What follows belongs to an exercise in optimizing a design on an open flow for small area; a production flow would make more cautious choices. Only simulation tests tie the RTL to the original design; equivalence was not proved. Power figures rest on the tool's default switching activity, not on a simulated workload.

`flow/run.sh`:
```
#!/bin/bash
# synth_recipe.tcl (not shown) runs the flow's synth.tcl, then flattens the netlist and writes it again
# the make line also repeats each setting of config.mk as NAME=value (left out here)
make -C /OpenROAD-flow-scripts/flow DESIGN_CONFIG=/design/flow/config.mk WORK_HOME=/design/flow/orfs CLKGATE_MAP_FILE= SYNTH_SCRIPT=/design/flow/synth_recipe.tcl finish
```
`flow/config.mk`:
```
export PLATFORM = sky130hd
export DESIGN_NAME = irfc_core
export DESIGN_NICKNAME = irfc_core
export VERILOG_FILES = /design/flow/design.v
export SDC_FILE = /design/flow/constraint.sdc
export NUM_CORES = 4
export LEC_CHECK = 0
export CAP_MARGIN = 20
export CORE_MARGIN = 2
export CORE_UTILIZATION = 40
export SLEW_MARGIN = 20
```
`flow/constraint.sdc`:
```
create_clock -name core_clock -period 10.0 [get_ports {clk}]
set_input_delay 2.0000 -clock core_clock [delete_from_list [all_inputs] [get_ports {clk}]]
set_output_delay 2.0000 -clock core_clock [all_outputs]
set_load 0.01 [all_outputs]
```
`flow/design.v`:
```
module irfc_core (
    input  wire       clk,
    input  wire       rst,        
    input  wire       tick,       
    input  wire       ir_in,      
    input  wire       estop_in,   
    output wire [1:0] dir_a,
    output wire [1:0] dir_b,
    output wire [7:0] pwm_a,
    output wire [7:0] pwm_b,
    output wire       acc_out,
    output wire [2:0] act_out
);
    localparam [2:0] A_STOP  = 3'd0;
    localparam [2:0] A_FWD   = 3'd1;
    localparam [2:0] A_BWD   = 3'd2;
    localparam [2:0] A_LEFT  = 3'd3;
    localparam [2:0] A_RIGHT = 3'd4;
    localparam [2:0] A_SPDUP = 3'd5;
    localparam [2:0] A_SLOW  = 3'd6;
    localparam [2:0] A_ACC   = 3'd7;
    localparam [1:0] S_IDLE     = 2'd0;
    localparam [1:0] S_DISPATCH = 2'd1;
    localparam [1:0] S_ACT      = 2'd2;
    localparam [1:0] S_SETTLE   = 2'd3;
    localparam [5:0] IDX_ZERO   = 6'd14;
    localparam [5:0] IDX_BOOT   = 6'd0;
    reg        ir_q, estop_q;
    reg [1:0]  seq;
    reg [13:0] cnt;         
    reg [5:0]  idx;
    reg        ok;          
    reg [2:0]  pre;         
    reg [2:0]  action;
    reg        acc;
    reg [3:0]  speed;       
    reg        dir_on;
    reg        pa, pb;
    wire       pwm_on = dir_on | pb;
    reg [8:0]  settle;      
    reg        latch;
    wire ir_edge    = ir_in & ~ir_q;
    wire estop_edge = estop_in & ~estop_q;
    wire boot     = ~(idx[5] | idx[4] | idx[3]);  
    wire accepted = ir_edge & ~boot;
    wire ovf      = tick & ~accepted & (&cnt);
    wire full     = idx[5] & idx[4];            
    wire decode   = (seq == S_IDLE) & full & ~ovf;
    wire sbit     = (cnt > 14'd168);
    reg [15:0] low16;
    reg [2:0]  pre_act;
    always @(*) begin
        case (pre)
            3'b011:  begin low16 = 16'h629D; pre_act = A_FWD;   end
            3'b101:  begin low16 = 16'hA857; pre_act = A_BWD;   end
            3'b001:  begin low16 = 16'h22DD; pre_act = A_LEFT;  end
            3'b110:  begin low16 = 16'hC23D; pre_act = A_RIGHT; end
            3'b100:  begin low16 = 16'h906F; pre_act = A_SPDUP; end
            3'b111:  begin low16 = 16'hE01F; pre_act = A_SLOW;  end
            3'b000:  begin low16 = 16'h02FD; pre_act = A_ACC;   end
            default: begin low16 = 16'h0000; pre_act = A_STOP;  end
        endcase
    end
    wire       exp_low = low16[~idx[3:0]];
    always @(posedge clk) begin
        if (rst) begin
            ir_q    <= 1'b0;
            estop_q <= 1'b0;
        end else begin
            ir_q    <= ir_in;
            estop_q <= estop_in;
        end
    end
    always @(posedge clk) begin
        if (rst) begin
            cnt <= 14'd0;
            idx <= IDX_BOOT;
        end else if (boot) begin
            cnt <= 14'd0;
            idx <= IDX_ZERO;
        end else begin
            cnt <= (accepted ? 14'd0 : cnt) + {13'd0, tick};
            if (ovf || decode)
                idx <= IDX_ZERO;
            else if (accepted && !full)
                idx <= idx + 6'd1;
        end
    end
    always @(posedge clk) begin
        if (accepted && (idx[5] ^ idx[4])) begin
            case (idx[5:3])
                3'b010:  ok <= (ok | (idx[2:0] == 3'd0)) & ~sbit;
                3'b011:  ok <= ok & sbit;
                default: begin
                    if (idx[5:0] < 6'd35)
                        pre <= {pre[1:0], sbit};
                    else
                        ok <= ok & (sbit == exp_low);
                end
            endcase
        end
    end
    wire motion = (action == A_FWD) | (action == A_BWD) |
                  (action == A_LEFT) | (action == A_RIGHT);
    wire [3:0] speed_up = (speed == 4'd10) ? 4'd10 : speed + 4'd1;
    wire [3:0] speed_dn = (speed == 4'd0) ? 4'd0 : speed - 4'd1;
    always @(posedge clk) begin
        if (rst) begin
            seq    <= S_IDLE;
            action <= A_STOP;
            acc    <= 1'b0;
            speed  <= 4'd0;
            dir_on <= 1'b0;
            pb     <= 1'b0;
            latch  <= 1'b0;
        end else begin
            if (tick) settle <= {settle[7:0], ~(settle[8] ^ settle[4])};
            case (seq)
                S_IDLE: begin
                    if (decode) begin
                        latch <= 1'b0;
                        seq   <= S_DISPATCH;
                    end
                end
                S_DISPATCH: begin
                    action <= ok ? pre_act : A_STOP;
                    seq    <= S_ACT;
                end
                S_ACT: begin
                    seq <= S_IDLE;
                    if (motion) begin
                        dir_on <= 1'b0;
                        pb     <= 1'b0;
                        settle <= 9'h1C2;
                        seq    <= S_SETTLE;
                    end else begin
                        case (action)
                            A_STOP: begin
                                dir_on <= 1'b0;
                                pb     <= 1'b0;
                            end
                            A_SPDUP: begin
                                speed <= speed_up;
                                if (!latch && !dir_on) pb <= 1'b1;
                            end
                            A_SLOW: begin
                                speed <= speed_dn;
                                if (!latch && !dir_on) pb <= 1'b1;
                            end
                            default: acc <= ~acc;
                        endcase
                    end
                end
                default: begin    
                    if (settle == 9'd0) begin
                        if (!latch) begin
                            dir_on <= 1'b1;
                            pa     <= (action == A_FWD) | (action == A_RIGHT);
                            pb     <= (action == A_FWD) | (action == A_LEFT);
                        end
                        seq <= S_IDLE;
                    end
                end
            endcase
            if (estop_edge) begin
                dir_on <= 1'b0;
                pb     <= 1'b0;
                latch  <= 1'b1;
            end
        end
    end
    wire [3:0] k = speed;
    wire [6:0] pwm_val = {k[3] | (k[2] & k[1] & k[0]),
                          (k[2] & ~(k[1] & k[0])) | (k[3] & k[1]),
                          k[1] ^ k[3] ^ (k[2] & k[0]),
                          k[2] ^ k[0],
                          k[1],
                          k[0],
                          1'b0};
    wire [7:0] pwm = pwm_on ? {1'b0, pwm_val} : 8'd0;
    assign pwm_a   = pwm;
    assign pwm_b   = pwm;
    assign dir_a   = dir_on ? {pa, ~pa} : 2'b00;
    assign dir_b   = dir_on ? {pb, ~pb} : 2'b00;
    assign acc_out = acc;
    assign act_out = action;
endmodule
```
==> results of run 1 <==
-- final cells by class --
| class | instances | share of cell area |
|---|---|---|
| multi-input combinational | 265 | 0.515 |
| sequential | 49 | 0.332 |
| timing repair buffer | 25 | 0.0734 |
| tap | 99 | 0.0367 |
| clock buffer | 6 | 0.0215 |
| inverter | 15 | 0.0167 |
| clock inverter | 2 | 0.00408 |
-- metal layers --
metal / GRT usage / share of wire / vias to the layer above
met4: 0.0354 / 0.010 / 0
li1: - / - / 1236
met2: 0.230 / 0.45 / 27
met3: 0.0257 / 0.023 / 7
met5: 0 / 0 / -
met1: 0.203 / 0.52 / 1108
-- critical path: cells and delay by family --
kind                   cells  cell delay (ns)
and+or+nand+nor            2             0.72
buffers and inverters      1             0.86
AOI/OAI and AO/OA          3             0.55
-- metrics by stage --
| step | setup WS (ns) | utilization |
|---|---|---|
| 2_1_floorplan | 6.55 | - |
| 3_3_place_gp | 5.85 | 0.451 |
| 3_5_place_dp | 5.81 | 0.451 |
| 4_1_cts | 6.12 | 0.463 |
| 5_1_grt | 5.98 | 0.463 |
| 6_report | 6.10 | 0.463 |
-- cell families after synthesis --
logic type | Yosys count
other | 1
flip-flops | 49
AO/OA/AOI/OAI | 59
adder cells (fa/ha/maj) | 18
XOR/XNOR | 19
AND/OR/NAND/NOR | 152
multiplexers | 13
buffers and inverters | 38
-- synth_stat cells (all sizes together) (3+ instances only) --
library cell	number
a211oi	5
a21o	3
a21oi	16
and2	5
and3	6
buf	11
clkbuf	12
dfxtp	35
edfxtp	14
ha	18
inv	15
mux2i	11
nand2	30
nand2b	8
nand3	11
nand3b	3
nand4	5
nor2	44
nor2b	11
nor3	8
nor3b	3
nor4	3
o21ai	15
or3	5
xnor2	11
xor2	8
-- state kept, by name, indices dropped and copies added (netlist names) --
register / flops
idx: 6
action: 3
pre: 3
pb: 1
speed: 4
pa: 1
latch: 1
cnt: 14
seq: 2
acc: 1
estop_q: 1
dir_on: 1
ok: 1
settle: 9
ir_q: 1
-- where the power goes --
| part | internal (mW) | total (mW) | switching (mW) | leakage (nW) |
|---|---|---|---|---|
| Sequential | 0.210 | 0.217 | 0.00649 | 0.417 |
| Combinational | 0.0115 | 0.0252 | 0.0137 | 0.799 |
| Clock | 0.0500 | 0.119 | 0.0688 | 0.0456 |
-- cell usage in the layout (no fill, tap or decap), types with 2 or more instances in the layout --
cell type / n
a211oi_1: 4
a21o_1: 3
a21oi_1: 16
a31oi_1: 2
and2_1: 5
and3_1: 6
and3b_1: 2
and4_1: 2
clkbuf_8: 5
clkdlybuf4s50_1: 24
conb_1: 4
dfxtp_1: 35
edfxtp_1: 14
ha_1: 18
inv_1: 15
mux2_2: 2
mux2i_1: 11
nand2_1: 30
nand2b_1: 8
nand3_1: 11
nand3b_1: 3
nand4_1: 5
nor2_1: 44
nor2b_1: 10
nor3_1: 7
nor3b_1: 3
nor4_1: 3
o2111ai_1: 2
o211ai_1: 2
o21ai_0: 14
o31a_1: 2
o31ai_1: 2
or3_1: 5
or4_1: 2
xnor2_1: 11
xor2_1: 8
-- worst paths after layout --
kind	slack, ns	from	cells past startpoint	to
worst max register to register	7.66	idx[4]	11	cnt[10]
worst min-delay path	0.52	cnt[13]	2	cnt[13]
worst min register to register	0.52	cnt[13]	2	cnt[13]
worst max-delay path	6.10	tick	6	seq[1]
==> metrics list, run 1 <==
- Status: timing/DRC/antenna clean
- Once detail routing completed, the nets flagged for antenna violations numbered 0.
- Measured against the total synthesized area, the mux share comes to 0.0437.
* LEAKAGE: 1.26 nW
* Cell count after synthesis: 349
* Worst Clk Skew: approximately 0.013 ns
* Starting Density: 0.416
- The longest clock path from root to sink contains 2 buffers.
- Count of cells resized by post-cts repair: 0
* Avg Synthesized Cell Area: roughly 8.7 um^2
- Top Ports: 29
- Area of the multi-input gates: between 0.0015 and 0.002 mm^2
* Max Fclk: around 0.26 GHz
- Entering global routing, the biggest net connects 20 pins.
* Measured slew at the worst slew-check pin: about 0.74 ns
- The H-tree generated during clock tree synthesis spans 2 levels.
- TritonCTS built the clock tree.
* Library cells used by synthesis: between 50 and 60
* Most frequently used flop master after synthesis: dfxtp_1
- Of all flip-flops after synthesis, the portion carrying an async set or reset was 0.
- Filler instances: about 770
* Part of the Yosys area used for sequential elements: 0.369
* Die Height: between 90 and 100 um
- Top area cells in the synthesized netlist: dfxtp_1 23%, edfxtp_1 14%, ha_1 7.4%
- The repair_antennas step left the layout with diodes totalling 0.
- Count of state elements after synthesis: between 40 and 50
- At the worst endpoint, the required time is between 10 and 15 ns.
- Final cell area excluding filler cells: ~0.0034 mm^2
- After detailed routing, the number of remaining DRC violations is 0.
* Number of detailed-route iterations in the first pass: 4
- The die is ~90 um wide.
- For this run, the total global-route usage over all layers was measured as 0.144.
- In this design, the stage delay of the slowest critical-path cell is roughly 0.86 ns.
* Vias: roughly 2,400
- The area growth from synthesis to layout is 11.2%.
- Post-synth top area share: 0.231
- In this run the clock root is driven by a clkbuf_8.
- In this run the worst hold path is classified as flop to flop.
* DR WL/cell: 12.5 um
- Post-route total power: around 0.36 mW
- Yosys Warn Count: 1
* Power density cells: 107 mW/mm^2
- The worst-case IR drop observed on VDD is approximately 45 uV.
* Arrival time of the worst setup path: a little over 4 ns
* Netlist area before placement: slightly above 0.003 mm^2
* Vias in the first global route: between 2,000 and 2,500
* Number of enable flip-flop cells after synthesis: 14
- The critical path goes through clkdlybuf4s50_1 -> nand3_1 -> or4b_4 -> a22oi_4 -> a211oi_1 -> a211oi_2.
- Post-synthesis compound-gate area fraction: 0.135
- Largest fanout on the critical path: 11
* Final Instance Count excl. Fillers: 461
* Adder-Cell Fraction of Synth Area: 0.0742
* Unrepaired setup endpoints after global routing: no
- The number of pins with negative max-slew slack in the final report is 0.
- Summed over all layers, the routed wires come to 5.76 mm.
- Number of buffers inserted by hold repair at cts: 0
* Maxcap violations: 0
* Kind of start point of the critical path: input pin
* Min Tclk post-route: slightly below 4 ns
* Total clock sinks: 49
* Routability Congestion: between 0.8 and 0.9
- Minimum hold slack: between 0.5 and 0.6 ns
- The total overflow left after global routing is 0.
* Number of placed instances, taps included: between 400 and 500
- Fraction of the cycle the final worst path needs: 0.390
* Kind of capture point of the worst setup path: flop
- In the routed layout, each cell is associated on average with a via count of between 5 and 6.
- Once placement finished, the instance area stood at between 0.003 and 0.004 mm^2.
- The die covers ~0.0083 mm^2.
* Main combinational cell family by area after synthesis: simple AND/OR/NAND/NOR gates
- Hold violation count in the final report: 0
* Slowest stage cell, crit path: clkdlybuf4s50_1
- Clock latency at the later pin of the worst-skew pair: about 0.30 ns
- Clock-pin slew was measured on the worst setup and hold paths at about 0.10 ns.
* Area of all sequential standard cells: 0.00112 mm^2
- First-pass GRT wire length: just over 10 mm
* Initial antenna violation count: 0
- Remaining max-slew budget at the tightest pin: 0.502
- Setup violations remaining at the end of the flow were counted as 0.
- Final layout net count: between 300 and 400
- Synth Area in Simple Gates: 0.261
* DPL Wire Length: 4.22 mm
- During placement, the flow inserted port buffers numbering 24.
* Core area: about 0.0073 mm^2
- Number of DRC violations after detailed-routing iteration 0: 100
- In this run, CTS created clock tree buffers numbering 5.
- The critical path is of the input pin to flop type.
- After floorplanning, the core was divided into 31 placement rows.
* Post-CTS repair timing setup buffer count: 0
* Cell accounting for the most synthesized area: dfxtp_1
- Adding up every negative setup slack in the final design gives 0 ns.
* Synth Area in XOR/XNOR: 0.0548
* Proportion of layout cells with a drive suffix above 1: 0.0497
==> run 2: changes to the inputs <==
==> flow/flow/run.sh (new file) <==
#!/bin/bash
# Own layout flow: the standard synthesis, then an area re-mapping of its
# combinational logic (registers kept as they are, by name and cell type),
# then the standard ORFS layout with small port buffers and a lean clock tree.
# Every tool's full output goes to a log file of its own in this folder.
set -euo pipefail
W=$PWD
F=$W/flow
R=$W/orfs/results/$FLOW_PLATFORM/irfc_core/base
YOSYS=$(command -v yosys || echo $FLOW_HOME/../tools/install/yosys/bin/yosys)
LIB=$FLOW_HOME/platforms/$FLOW_PLATFORM/lib/sky130_fd_sc_hd__tt_025C_1v80.lib

# layout settings beyond config.mk's
cat >> config.mk <<'CFG'
export BUFFER_PORTS_ARGS = -buffer_cell sky130_fd_sc_hd__buf_1
export CTS_ARGS = -sink_clustering_enable -repair_clock_nets -dont_use_dummy_load
CFG
[ -f $F/extra.mk ] && cat $F/extra.mk >> config.mk

# 1. the standard synthesis
bash standard.sh synth > $W/log_1_synth.log 2>&1

# 2. re-map its combinational logic for area, and prove it unchanged
cp $R/1_2_yosys.v $W/std_netlist.v
if REMAP_LIB=$LIB REMAP_IN=$W/std_netlist.v REMAP_OUT=$W/remap_netlist.v \
   REMAP_SCRIPT="${REMAP_SCRIPT-+strash;&get,-n;&deepsyn,-T,30;&put;dch,-f;map,-a;}" \
   $YOSYS -c $F/remap.tcl > $W/log_2_remap.log 2>&1 &&
   REMAP_LIB=$LIB GOLD=$W/std_netlist.v GATE=$W/remap_netlist.v \
   $YOSYS -c $F/equiv.tcl > $W/log_3_equiv.log 2>&1; then
  cp $W/remap_netlist.v $R/1_2_yosys.v
  rm -f $R/1_synth.odb $R/1_synth.sdc
  echo "remapped netlist in use"
else
  echo "remap or its proof failed: standard netlist kept"
fi

# 3. the standard layout from there
bash standard.sh > $W/log_4_layout.log 2>&1
==> flow/flow/equiv.tcl (new file) <==
# Prove the re-mapped netlist equal to the standard one: same registers by
# name, so a combinational proof between matching register pins suffices.
yosys -import
set lib $::env(REMAP_LIB)
read_liberty -ignore_miss_func $lib
read_verilog $::env(GOLD)
yosys rename irfc_core gold
read_verilog $::env(GATE)
yosys rename irfc_core gate
hierarchy -check
flatten
opt_clean
yosys rename -hide w:_*
equiv_make gold gate equiv
hierarchy -top equiv
equiv_simple -undef
equiv_induct -undef
equiv_status -assert
==> flow/flow/remap.tcl (new file) <==
# Re-map the combinational logic of the standard synthesis netlist for area.
# Registers (and their instance names and cell types) are kept as they are.
yosys -import
set lib $::env(REMAP_LIB)
set in  $::env(REMAP_IN)
set out $::env(REMAP_OUT)
read_liberty -ignore_miss_func $lib
read_verilog $in
hierarchy -top irfc_core
# keep every sequential cell as an instance
set fh [open $in r]; set txt [read $fh]; close $fh
foreach c [lsort -unique [regexp -all -inline {sky130_fd_sc_hd__(?:df|edf|sdf|sedf)[a-z0-9_]+} $txt]] {
  setattr -mod -set keep_hierarchy 1 $c
}
flatten
opt_clean -purge
set dont {}
foreach p {*lpflow* *probe* *clkdly* *dlygate* *dlymetal* *clkbuf_* *clkinv*} { lappend dont -dont_use $p }
if {[info exists ::env(REMAP_SCRIPT)] && $::env(REMAP_SCRIPT) ne ""} { abc -liberty $lib {*}$dont -script $::env(REMAP_SCRIPT) } else { abc -liberty $lib {*}$dont }
opt_clean -purge
hilomap -singleton -hicell sky130_fd_sc_hd__conb_1 HI -locell sky130_fd_sc_hd__conb_1 LO
insbuf -buf sky130_fd_sc_hd__buf_1 A X
opt_clean -purge
select -module irfc_core
write_verilog -noattr -noexpr -nohex -nodec -selected $out
tee -o $out.stat stat -liberty $lib
==> flow/standard.sh (new file) <==
#!/bin/bash
# synth_recipe.tcl (not shown) runs the flow's synth.tcl, then flattens the netlist and writes it again
# the make line also repeats each setting of config.mk as NAME=value (left out here)
make -C /OpenROAD-flow-scripts/flow DESIGN_CONFIG=/design/flow/config.mk WORK_HOME=/design/flow/orfs CLKGATE_MAP_FILE= SYNTH_SCRIPT=/design/flow/synth_recipe.tcl "${@:-finish}"
--- a/flow/config.mk
+++ b/flow/config.mk
@@ -9,3 +9,5 @@
 export CORE_MARGIN = 2
 export CORE_UTILIZATION = 40
 export SLEW_MARGIN = 20
+export BUFFER_PORTS_ARGS = -buffer_cell sky130_fd_sc_hd__buf_1
+export CTS_ARGS = -sink_clustering_enable -repair_clock_nets -dont_use_dummy_load
removed: flow/run.sh
==> run 2 against run 1 <==
Effect of this change: global-route usage grew 0.27 points; maximum frequency down 4.6%; cell count down 10%; synthesized cell count decreased by 7.2%; combinational power fell by 16%; area after synthesis down 23%; critical endpoint is now idx[0]; highest routed layer unchanged.
==> metrics list, run 2 <==
- Status: timing/DRC/antenna clean (unchanged)
- The ratio of cells with drive above 1 in the final layout was 0.0204 (was 0.0497).
- Kind of capture point of the worst setup path: flop (unchanged)
- Cell chosen for the clock root: clkbuf_8 (unchanged)
* Startpoint-to-endpoint class of the critical path: input pin to flop (unchanged)
- The relative contribution of sequential cells to total power was 0.633 (was 0.601).
* Kind of start point of the critical path: input pin (unchanged)
- Total die area: 0.00649 mm^2 (was 0.00830 mm^2)
- The number of pins with negative max-slew slack in the final report was 0 (unchanged).
* Portion of total power attributed to combinational logic: 0.063 (was 0.070)
- The proportion of total power due to net switching came to 0.221 (was 0.247).
- The number of gates resized after CTS came to 0 (unchanged).
* Max Fclk: 0.245 GHz (was 0.256 GHz)
- The detailed-route via count is 1,980 (was 2,378).
* Measured slew at the worst slew-check pin: 0.587 ns (was 0.741 ns)
* Largest regs: cnt: 14 flops, settle: 9 flops, idx: 6 flops (unchanged)
- Area of all sequential standard cells: 0.00112 mm^2 (unchanged)
- Total negative slack for setup checks: 0 ns (unchanged)
- The largest vdd supply drop was 60.3 uV (was 44.6 uV).
- Starting Density: 0.420 (was 0.416)
* Area grow syn2layout: 9.02% (was 11.2%)
- The global-route usage over all layers was 0.147 (was 0.144).
- Yosys Warn Count: 1 (unchanged)
- The number of routed nets with antenna violations was 0 (unchanged).
- Hold violation count in the final report: 0 (unchanged)
* Filler instances: 587 (was 771)
- The via count of the first global-routing pass came to 1,755 (was 2,186).
- Maxcap violations: 0 (unchanged)
- Total grt overflow: 0 (unchanged)
- Clock transition at the registers of the reported paths: 0.08 ns (was 0.10 ns)
- Largest fanout on the critical path: 4 (was 11)
- CTS tree: built (unchanged)
- Power density cells: 131 mW/mm^2 (was 107 mW/mm^2)
- Arrival time of the worst setup path: 4.26 ns (was 4.13 ns)
- Largest register FFs: 14 (unchanged)
- # port buffers: 24 (unchanged)
- The combined area of all synthesized cells is 0.00234 mm^2 (was 0.00303 mm^2).
- Initial antenna violation count: 0 (unchanged)
- Most frequent standard cell in the layout excluding fill and tap cells: nor2_1 (unchanged)
- Routability Congestion: 0.825 (was 0.818)
- Cell count after synthesis: 324 (was 349)
* LEAKAGE: 1.01 nW (was 1.26 nW)
- Final layout net count: 350 (was 384)
- Core area: 0.00557 mm^2 (was 0.00729 mm^2)
* Longest Clk Path Bufs: 2 (unchanged)
- Psw: 0.0744 mW (was 0.0890 mW)
- The number of detailed-route iterations in the first pass was 4 (unchanged).
* Vias per cell: 4.77 (was 5.16)
- Maximum number of pins on one net before global-route repair: 17 (was 20)
- The number of buffers created by CTS was 5 (unchanged).
* Final Instance Count excl. Fillers: 415 (was 461)
- The number of antenna diodes was 0 (unchanged).
- The worst slew margin relative to its limit is 0.608 (was 0.502).
* Relative contribution of the clock network to total power: 0.304 (was 0.330)
- The overall routed net length was 4.33 mm (was 5.76 mm).
- Most frequent cells in the layout: 64 x nor2_1, 62 x inv_1, 35 x dfxtp_1 (was 44 x nor2_1, 35 x dfxtp_1, 30 x nand2_1).
- Final count of negative-setup-slack endpoints: 0 (unchanged)
- The count of clock tree sinks was 49 (unchanged).
* First-pass GRT wire length: 7.47 mm (was 10.1 mm)
- The number of ports placed on the die boundary came to 29 (unchanged).
- Number of placed instances, taps included: 410 (was 453)
- Remaining routing DRC violations: 0 (unchanged)
- The half-perimeter wire length of the detailed placement result is 3.34 mm (was 4.22 mm).
- The H-tree depth reported by CTS was 2 (unchanged).
* Fraction of the cycle the final worst path needs: 0.409 (was 0.390)
- The cts-stage hold buffer count was 0 (unchanged).
- The vertical die dimension is 80.5 um (was 91.1 um).
- Unrepaired setup endpoints after global routing: no (unchanged)
* Number of DRC violations after detailed-routing iteration 0: 94 (was 100)
- Min Tclk post-route: 4.09 ns (was 3.90 ns)
- The clock latency on the worst-skew pair was 0.29 ns (was 0.30 ns).
* CP Data Required Time: 10.17 ns (was 10.23 ns)
- Row cnt: 27 (was 31)
- The post-CTS setup repair buffer count was 0 (unchanged).
* Area of the multi-input gates: 952 um^2 (was 0.00174 mm^2)
- Avg Synthesized Cell Area: 7.23 um^2 (was 8.69 um^2)
* Most flop-heavy register: cnt (unchanged)
- The post-route clock skew came to 0.0136 ns (was 0.0131 ns).
- The die extent in x is 80.5 um (was 91.1 um).
* Internal cell power: 0.262 mW (was 0.272 mW)
- The routed length per placed instance was 10.4 um (was 12.5 um).
- Worst min-delay path category: flop to flop (unchanged)
[run 2: power groups by stage]
stage / Sequential [mW] / Combinational (mW) / Clock (mW)
3_5_place_dp: 0.217 / 0.0212 / 0
6_report: 0.213 / 0.0211 / 0.102
3_3_place_gp: 0.217 / 0.0212 / 0
5_1_grt: 0.214 / 0.0250 / 0.117
4_1_cts: 0.213 / 0.0214 / 0.107
2_1_floorplan: 0.216 / 0.0167 / 0
[run 2: layer usage]
| layer | up-vias | GRT usage | wire, um |
|---|---|---|---|
| met4 | 0 | 0.0661 | 102 |
| li1 | 1077 | - | - |
| met2 | 39 | 0.244 | 1890 |
| met1 | 855 | 0.182 | 2160 |
| met5 | - | 0 | 0 |
| met3 | 9 | 0.0315 | 171 |
[run 2: area by class of cell]
class	count	area share
clock buffers	5	0.0269
multi-input cells	203	0.373
flip-flops and latches	49	0.439
well taps	72	0.0353
inverters	62	0.0911
repair buffers	24	0.0353
[run 2: worst max-delay path, cell delays in order]
cell     delay [ns]
buf_1          0.14
nand3_1        0.10
inv_1          0.10
nand2_1        0.07
nor2_1         0.16
nand2_1        0.07
inv_1          0.09
nand2_1        0.05
inv_1          0.08
nand2_1        0.07
nor2_1         0.15
nand2_1        0.07
inv_1          0.08
nand2_1        0.05
inv_1          0.08
nand2_1        0.06
nor2_1         0.16
nand2_1        0.07
inv_1          0.08
nand2_1        0.08
o21ai_0        0.17
nor2_1         0.11
nand2_1        0.11
nor3_1         0.06
[run 2: final timing paths]
check	from	endpoint	slack (ns)	depth (start not counted)
setup / recovery	tick	idx[0]	5.91	24
setup reg to reg	cnt[0]	idx[0]	7.38	23
hold / removal	latch	latch	0.50	2
hold reg to reg	latch	latch	0.50	2
[run 2: stage by stage]
stage                     power [mW]  utilization  hold WS [ns]  area (um^2)  worst slack, ns
final                          0.336        0.458         0.497         2550             5.91
after global placement         0.238        0.446         0.475         2490             5.73
after floorplan                0.233            -         0.448         2350             6.08
after global routing           0.356        0.458         0.533         2550             5.40
after CTS                      0.341        0.458         0.494         2550             5.89
after detailed placement       0.238        0.446         0.482         2490             5.64
==> run 3: changes to the inputs <==
--- a/flow/flow/run.sh
+++ b/flow/flow/run.sh
@@ -23,7 +23,7 @@
 # 2. re-map its combinational logic for area, and prove it unchanged
 cp $R/1_2_yosys.v $W/std_netlist.v
 if REMAP_LIB=$LIB REMAP_IN=$W/std_netlist.v REMAP_OUT=$W/remap_netlist.v \
-   REMAP_SCRIPT="${REMAP_SCRIPT-+strash;&get,-n;&deepsyn,-T,30;&put;dch,-f;map,-a;}" \
+   REMAP_SCRIPT="${REMAP_SCRIPT-+strash;&get,-n;&deepsyn,-T,30;&dch,-f;&nf,-R,1000,-p;&put;}" \
    $YOSYS -c $F/remap.tcl > $W/log_2_remap.log 2>&1 &&
    REMAP_LIB=$LIB GOLD=$W/std_netlist.v GATE=$W/remap_netlist.v \
    $YOSYS -c $F/equiv.tcl > $W/log_3_equiv.log 2>&1; then
==> run 3 against run 2 <==
Effect of this change: power grew 1.4%; still clean on timing, DRC and antenna; worst setup slack lost 0.40 ns; wire length shrank 0.44%; hold slack lost 0.024 ns.
==> metrics list, run 3 <==
- Minimum hold slack: 0.473 ns (was 0.497 ns)
- The maximum clock frequency came to 0.223 GHz (was 0.245 GHz).
- The kind of critical path is input pin to flop (unchanged).
- CTS tree: built (unchanged)
* Largest register FFs: 14 (unchanged)
- Number of buffers inserted by hold repair at cts: 0 (unchanged)
- The register with the most flip-flops was cnt (unchanged).
- The combined area of all synthesized cells came to 0.00226 mm^2 (was 0.00234 mm^2).
- Die Height: 79.2 um (was 80.5 um)
- The class of the most critical hold timing path is flop to flop (unchanged).
* Worst Clk Skew: 0.0197 ns (was 0.0136 ns)
- The cell area after placement was 0.00241 mm^2 (was 0.00249 mm^2).
* Routability Congestion: 0.795 (was 0.825)
- The synthesized area per cell came to 8.64 um^2 (was 7.23 um^2).
- The detailed-route via count is 1,802 (was 1,980).
- Endpoint of the worst-slack reg-to-reg timing path: idx[4] (was idx[0])
- The maximum number of buffers from clock root to sink was 2 (unchanged).
- The number of nets in the layout was 288 (was 350).
* Total grt overflow: 0 (unchanged)
- DR WL/cell: 12.2 um (was 10.4 um)
- Delay-heaviest family, CP: simple AND/OR/NAND/NOR gates (unchanged)
- The number of ports placed on the die boundary is 29 (unchanged).
- The number of buffers created by CTS came to 5 (unchanged).
- Ant diodes: 0 (unchanged)
* Vias in the first global route: 1,595 (was 1,755)
- The worst slew margin relative to its limit came to 0.469 (was 0.608).
- The count of port buffers added during placement came to 24 (unchanged).
- The stage delay of the slowest cell on the critical path was 0.39 ns (was 0.17 ns).
* DPL Wire Length: 3.14 mm (was 3.34 mm)
* Post-layout utilization of the core: 0.452 (was 0.458)
- IR Drop Worst-Case VDD: 52.9 uV (was 60.3 uV)
- The startpoint of the worst hold path is acc (was latch).
- Number of cell instances on the worst register-to-register path: 12 (was 23)
* Maxcap violations: 0 (unchanged)
* Status: timing/DRC/antenna clean (unchanged)
* Min Tclk post-route: 4.49 ns (was 4.09 ns)
- Largest fanout on the critical path: 7 (was 4)
* Area grow syn2layout: 9.34% (was 9.02%)
- The post-CTS setup repair buffer count came to 0 (unchanged).
- The number of routed nets with antenna violations came to 0 (unchanged).
- The number of detailed-route iterations in the first pass is 4 (unchanged).
* Sequential share of power: 0.631 (was 0.633)
* Startpoint of the lowest-slack register-to-register path: cnt[0] (unchanged)
- The largest net degree at the start of global routing was 18 (was 17).
* Die width: 79.2 um (was 80.5 um)
* LEAKAGE: 0.874 nW (was 1.01 nW)
- The area enclosed by the die boundary came to 0.00628 mm^2 (was 0.00649 mm^2).
- Starting Density: 0.414 (was 0.420)
- The overall routed net length is 4.31 mm (was 4.33 mm).
- Depth of the CTS H-tree: 2 (unchanged)
* First-pass GRT wire length: 7.24 mm (was 7.47 mm)
- CP Data Required Time: 10.22 ns (was 10.17 ns)
- The post-synthesis instance total is 262 (was 324).
- The post-route standard cell area excluding fillers was 0.00248 mm^2 (was 0.00255 mm^2).
- Row cnt: 27 (unchanged)
- The number of hold-slack violations in the final timing report is 0 (unchanged).
* Kind of start point of the critical path: input pin (unchanged)
- The clock latency on the worst-skew pair was 0.30 ns (was 0.29 ns).
- The aggregate negative setup slack came to 0 ns (unchanged).
- The most prevalent standard cell on the critical path is and3_1 (was nand2_1).
- The cell chosen for the clock root was clkbuf_8 (unchanged).
* Measured slew at the worst slew-check pin: 0.797 ns (was 0.587 ns)
- Remaining routing DRC violations: 0 (unchanged)
- Yosys Warn Count: 1 (unchanged)
- Switching share of total power: 0.226 (was 0.221)
* Vias per cell: 5.10 (was 4.77)
* Terminating pin of the worst hold path: acc (was latch)
- Largest regs: cnt: 14 flops, settle: 9 flops, idx: 6 flops (unchanged).
- Ordered list of cells on the worst path: buf_1 -> and3_1 -> and3_1 -> and2_0 -> and3_1 -> and3_1 -> and2_0 -> and3_1 -> and2_0 -> nand3_1 -> nor3b_1 -> nand2_1 -> nor2_1 (was buf_1 -> nand3_1 -> inv_1 -> nand2_1 -> nor2_1 -> nand2_1 -> inv_1 -> nand2_1 -> inv_1 -> nand2_1 -> nor2_1 -> nand2_1 -> inv_1 -> nand2_1 -> inv_1 -> nand2_1 -> nor2_1 -> nand2_1 -> inv_1 -> nand2_1 -> o21ai_0 -> nor2_1 -> nand2_1 -> nor3_1).
- The clock transition at the registers of the reported paths was 0.09 ns (was 0.08 ns).
- The register-to-register setup slack is 7.04 ns (was 7.38 ns).
- Internal cell power: 0.264 mW (was 0.262 mW)
- The cell with the largest stage delay on the worst path was nor3b_1 (was o21ai_0).
- Relative contribution of the clock network to total power: 0.309 (was 0.304)
* Total clock sinks: 49 (unchanged)
- Total global routing track utilization: 0.146 (was 0.147)
- Core area: 0.00547 mm^2 (was 0.00557 mm^2)
- The number of buffers and inverters on the critical path came to 1 (was 7).
* Most frequent cells in the layout: 35 x dfxtp_1, 30 x nor2_1, 28 x a21oi_1 (was 64 x nor2_1, 62 x inv_1, 35 x dfxtp_1)
* Proportion of layout cells with a drive suffix above 1: 0.0178 (was 0.0204)
* Final count of negative-setup-slack endpoints: 0 (unchanged)
- Most frequent standard cell in the layout excluding fill and tap cells: dfxtp_1 (was nor2_1)
* Fraction of the cycle the final worst path needs: 0.449 (was 0.409)
- The power spent charging and discharging nets is 0.0770 mW (was 0.0744 mW).
- The portion of total power attributed to combinational logic came to 0.060 (was 0.063).
- The initial antenna violation count is 0 (unchanged).
- The critical path capture point type is a flop (unchanged).
* Count of cells resized by post-cts repair: 0 (unchanged)
- The critical path data arrival time came to 4.71 ns (was 4.26 ns).
- The number of pins with negative max-slew slack in the final report is 0 (unchanged).
- Power density cells: 138 mW/mm^2 (was 131 mW/mm^2)
- The iteration-0 DRC count of the detailed router was 84 (was 94).
- Unrepaired setup endpoints after global routing: no (unchanged).
* Post-route total power: 0.341 mW (was 0.336 mW)
- Number of cells on the worst hold path: 1 (was 2)
==> run 3: per-layer routing <==
metal | vias to the layer above | part of all wire | track usage
met5 | - | 0 | 0
met4 | 0 | 0.013 | 0.0534
met3 | 5 | 0.039 | 0.0409
met2 | 31 | 0.46 | 0.242
met1 | 805 | 0.49 | 0.182
li1 | 961 | - | -
==> run 3: worst max-delay path by stage <==
stage          from      to  slack (ns)  cells past startpoint
2_1_floorplan  tick  idx[1]        5.69                     12
3_3_place_gp   tick  idx[1]        5.27                     13
3_5_place_dp   tick  idx[5]        5.22                     13
4_1_cts        tick  idx[4]        5.51                     13
5_1_grt        tick  idx[0]        5.25                     13
6_report       tick  idx[4]        5.51                     13
==> run 3: power by group through the flow <==
stage	Clock (mW)	Combinational, mW	Sequential, mW
floorplan	0	0.0162	0.218
global placement	0	0.0204	0.219
detailed placement	0	0.0206	0.219
CTS	0.108	0.0207	0.215
global route	0.115	0.0234	0.216
finish	0.105	0.0205	0.215
==> run 3: area by class of cell <==
type	instances	area [um^2]
fillers	552	3000
flip-flops and latches	49	1120
multi-input cells	198	1090
repair buffers	24	90.1
well taps	72	90.1
clock buffers	5	68.8
inverters	5	18.8
==> run 3: stage by stage <==
stage          setup slack, ns  cells
3_5_place_dp              5.22    348
5_1_grt                   5.25    353
6_report                  5.51    353
2_1_floorplan             5.69    265
4_1_cts                   5.51    353
3_3_place_gp              5.27    348
==> run 4: changes to the inputs <==
==> flow/flow/extra.mk (new file) <==
export CTS_ARGS = -sink_clustering_enable -repair_clock_nets -dont_use_dummy_load -buf_list sky130_fd_sc_hd__clkbuf_8 -root_buf sky130_fd_sc_hd__clkbuf_8 -sink_clustering_size 50 -sink_clustering_max_diameter 500
--- a/flow/config.mk
+++ b/flow/config.mk
@@ -11,3 +11,4 @@
 export SLEW_MARGIN = 20
 export BUFFER_PORTS_ARGS = -buffer_cell sky130_fd_sc_hd__buf_1
 export CTS_ARGS = -sink_clustering_enable -repair_clock_nets -dont_use_dummy_load
+export CTS_ARGS = -sink_clustering_enable -repair_clock_nets -dont_use_dummy_load -buf_list sky130_fd_sc_hd__clkbuf_8 -root_buf sky130_fd_sc_hd__clkbuf_8 -sink_clustering_size 50 -sink_clustering_max_diameter 500
==> run 4 against run 3 <==
Effect of this change: largest power group unchanged; core utilization is the same; critical path depth is the same; still clean on timing, DRC and antenna; register-to-register slack is essentially flat; sequential power is essentially flat.
==> metrics list, run 4 <==
- Starting Density: 0.414 (unchanged)
- The count of port buffers added during placement came to 24 (unchanged).
* Fin worst setup slack: 5.51 ns (unchanged)
* First-pass GRT wire length: 7.24 mm (unchanged)
- Max Fclk: 0.223 GHz (unchanged)
- The class of the most critical hold timing path is flop to flop (unchanged).
- The number of buffers created by CTS was 5 (unchanged).
- Final layout net count: 288 (unchanged)
* Total clock sinks: 49 (unchanged)
- Switching share of total power: 0.226 (unchanged)
- The via count of the first global-routing pass came to 1,595 (unchanged).
- The transition time at the pin with the least slew margin was 0.797 ns (unchanged).
- The kind of critical path is input pin to flop (unchanged).
- The H-tree depth reported by CTS was 2 (unchanged).
* Number of placed instances, taps included: 348 (unchanged)
- The cell with the largest stage delay on the worst path is nor3b_1 (unchanged).
* CTS tree: built (unchanged)
- The number of pins with negative max-slew slack in the final report was 0 (unchanged).
- The synthesized area per cell is 8.64 um^2 (unchanged).
- The number of remaining DRC errors was 0 (unchanged).
- Total global routing track utilization: 0.146 (unchanged)
- Portion of total power attributed to combinational logic: 0.060 (about the same)
* Unrepaired setup endpoints after global routing: no (unchanged)
* CP Buf/Inv Count: 1 (unchanged)
* Ordered list of cells on the worst path: buf_1 -> and3_1 -> and3_1 -> and2_0 -> and3_1 -> and3_1 -> and2_0 -> and3_1 -> and2_0 -> nand3_1 -> nor3b_1 -> nand2_1 -> nor2_1 (unchanged)
- The number of hold-slack violations in the final timing report is 0 (unchanged).
* Final WL: 4.31 mm (unchanged)
* Initial antenna violation count: 0 (unchanged)
- Critical path's largest stage delay: 0.39 ns (about the same)
- DPL Wire Length: 3.14 mm (unchanged)
* Total negative slack for setup checks: 0 ns (unchanged)
* LEAKAGE: 0.874 nW (unchanged)
- The largest vdd supply drop was 52.9 uV (unchanged).
- Minimum hold slack: 0.473 ns (unchanged)
- Largest regs: cnt: 14 flops, settle: 9 flops, idx: 6 flops (unchanged).
- The critical path data required time was 10.22 ns (about the same).
- Proportion of layout cells with a drive suffix above 1: 0.0178 (unchanged)
- Area grow syn2layout: 9.34% (unchanged)
* Core area: 0.00547 mm^2 (unchanged)
- Psw: 0.0770 mW (unchanged)
* Final Instance Count excl. Fillers: 353 (unchanged)
- Total die area: 0.00628 mm^2 (unchanged)
- Number of DRC violations after detailed-routing iteration 0: 84 (unchanged)
- Min Tclk post-route: 4.49 ns (unchanged)
- Most frequent standard cell in the layout excluding fill and tap cells: dfxtp_1 (unchanged)
- Kind of capture point of the worst setup path: flop (unchanged)
- Count of cells resized by post-cts repair: 0 (unchanged)
- The ratio of routed vias to standard cells came to 5.10 (unchanged).
- The final period utilization was 0.449 (unchanged).
- The cell chosen for the clock root is clkbuf_8 (unchanged).
* Longest Clk Path Bufs: 2 (unchanged)
- Kind of start point of the critical path: input pin (unchanged)
- The cts-stage hold buffer count is 0 (unchanged).
* Netlist area before placement: 0.00226 mm^2 (unchanged)
- Status: timing/DRC/antenna clean (unchanged)
- Row cnt: 27 (unchanged)
- Most flop-heavy register: cnt (unchanged)
- The ratio of total power to cell area is 138 mW/mm^2 (unchanged).
- Total grt overflow: 0 (unchanged)
* Remaining max-slew budget at the tightest pin: 0.469 (unchanged)
* Vias: 1,802 (unchanged)
- The clock latency on the worst-skew pair was 0.30 ns (about the same).
* Die width: 79.2 um (unchanged)
- Final count of negative-setup-slack endpoints: 0 (unchanged)
- The vertical die dimension came to 79.2 um (unchanged).
* Largest fanout on the critical path: 7 (unchanged)
- The post-synthesis instance total is 262 (unchanged).
- Arrival time of the worst setup path: 4.71 ns (about the same)
- Worst setup slack after placement: 5.22 ns (unchanged)
- DR WL/cell: 12.2 um (unchanged)
- Delay-heaviest family, CP: simple AND/OR/NAND/NOR gates (unchanged)
- Sequential share of power: 0.631 (about the same)
* Maximum number of pins on one net before global-route repair: 18 (unchanged)
- Post-CTS repair timing setup buffer count: 0 (unchanged)
- Most frequent cells in the layout: 35 x dfxtp_1, 30 x nor2_1, 28 x a21oi_1 (unchanged).
- Relative contribution of the clock network to total power: 0.309 (about the same)
- Clock transition at the registers of the reported paths: 0.09 ns (about the same)
- The internal portion of total power is 0.264 mW (unchanged).
- Ant diodes: 0 (unchanged)
- Routability Congestion: 0.795 (unchanged)
- The number of detailed-route iterations in the first pass was 4 (unchanged).
* Antenna-violating nets left: 0 (unchanged)
* Yosys Warn Count: 1 (unchanged)
* Worst Clk Skew: 0.0197 ns (unchanged)
- Top Ports: 29 (unchanged)
* Crit path top cell by count: and3_1 (unchanged)
* Maxcap violations: 0 (unchanged)
- Largest register FFs: 14 (unchanged)
## run 4: worst paths after layout
kind	start	to	slack, ns	cells after the start
min reg2reg	acc	acc	0.47	1
max	tick	idx[4]	5.51	13
max reg2reg	cnt[0]	idx[4]	7.04	12
min	acc	acc	0.47	1
## run 4: cell type report
class                   instances  area, um^2
well taps                      72        90.1
fillers                       552        3000
multi-input cells             198        1090
inverters                       5        18.8
clock buffers                   5        68.8
repair buffers                 24        90.1
flip-flops and latches         49        1120
## run 4: layer usage
metal	global-route usage	part of all wire
met3	0.0409	0.039
met1	0.182	0.49
met2	0.242	0.46
met4	0.0534	0.013
met5	0	0
## run 4: stage by stage
stage | utilization | area [um^2] | total power, mW
final | 0.452 | 2480 | 0.341
after global placement | 0.440 | 2410 | 0.240
after floorplan | - | 2280 | 0.234
after CTS | 0.452 | 2480 | 0.344
after global routing | 0.452 | 2480 | 0.354
after detailed placement | 0.440 | 2410 | 0.240
## run 4: power groups by stage
stage	Combinational, mW	Clock (mW)	Sequential (mW)
4_1_cts	0.0207	0.108	0.215
2_1_floorplan	0.0162	0	0.218
3_5_place_dp	0.0206	0	0.219
5_1_grt	0.0234	0.115	0.216
6_report	0.0205	0.105	0.215
3_3_place_gp	0.0204	0	0.219

re-timing with driven ports:
The flow's constraints put no driver on any port. The routed layouts listed below were extracted and timed again, unchanged, in two steps. Step 1 (the two cells are an assumption about what drives the block):
set clk [get_ports {clk}]
set_driving_cell -lib_cell sky130_fd_sc_hd__clkbuf_16 $clk
set_driving_cell -lib_cell sky130_fd_sc_hd__buf_2 [delete_from_list [all_inputs] $clk]
Step 2 times the ports against the registers' clock, not the clock port: input delays grow and output delays shrink by t, the midpoint of the rising clock arrivals with the driver on. Slacks: ideal ports / drivers / drivers and shift; pairs: ideal ports / drivers.
| run | t, ns | setup slack, ns | hold WS [ns] | latest minus earliest clock arrival (ns) | worst register clock-pin slew, ns |
|---|---|---|---|---|---|
| run 1 | 0.328 | 6.101 / 6.108 / 5.781 | 0.516 / 0.516 / 0.516 | 0.013 / 0.013 | 0.10 / 0.10 |
| run 2 | 0.311 | 5.913 / 5.920 / 5.609 | 0.497 / 0.497 / 0.497 | 0.013 / 0.013 | 0.08 / 0.08 |
| run 3 | 0.322 | 5.509 / 5.519 / 5.197 | 0.473 / 0.473 / 0.473 | 0.020 / 0.020 | 0.09 / 0.09 |
| run 4 | 0.322 | 5.509 / 5.519 / 5.197 | 0.473 / 0.473 / 0.473 | 0.020 / 0.020 | 0.09 / 0.09 |
After both steps setup and hold are still met in every run listed. The setup slack of run 1, which loses most, moves by +0.007 ns with the drivers and by -0.320 ns with both steps.
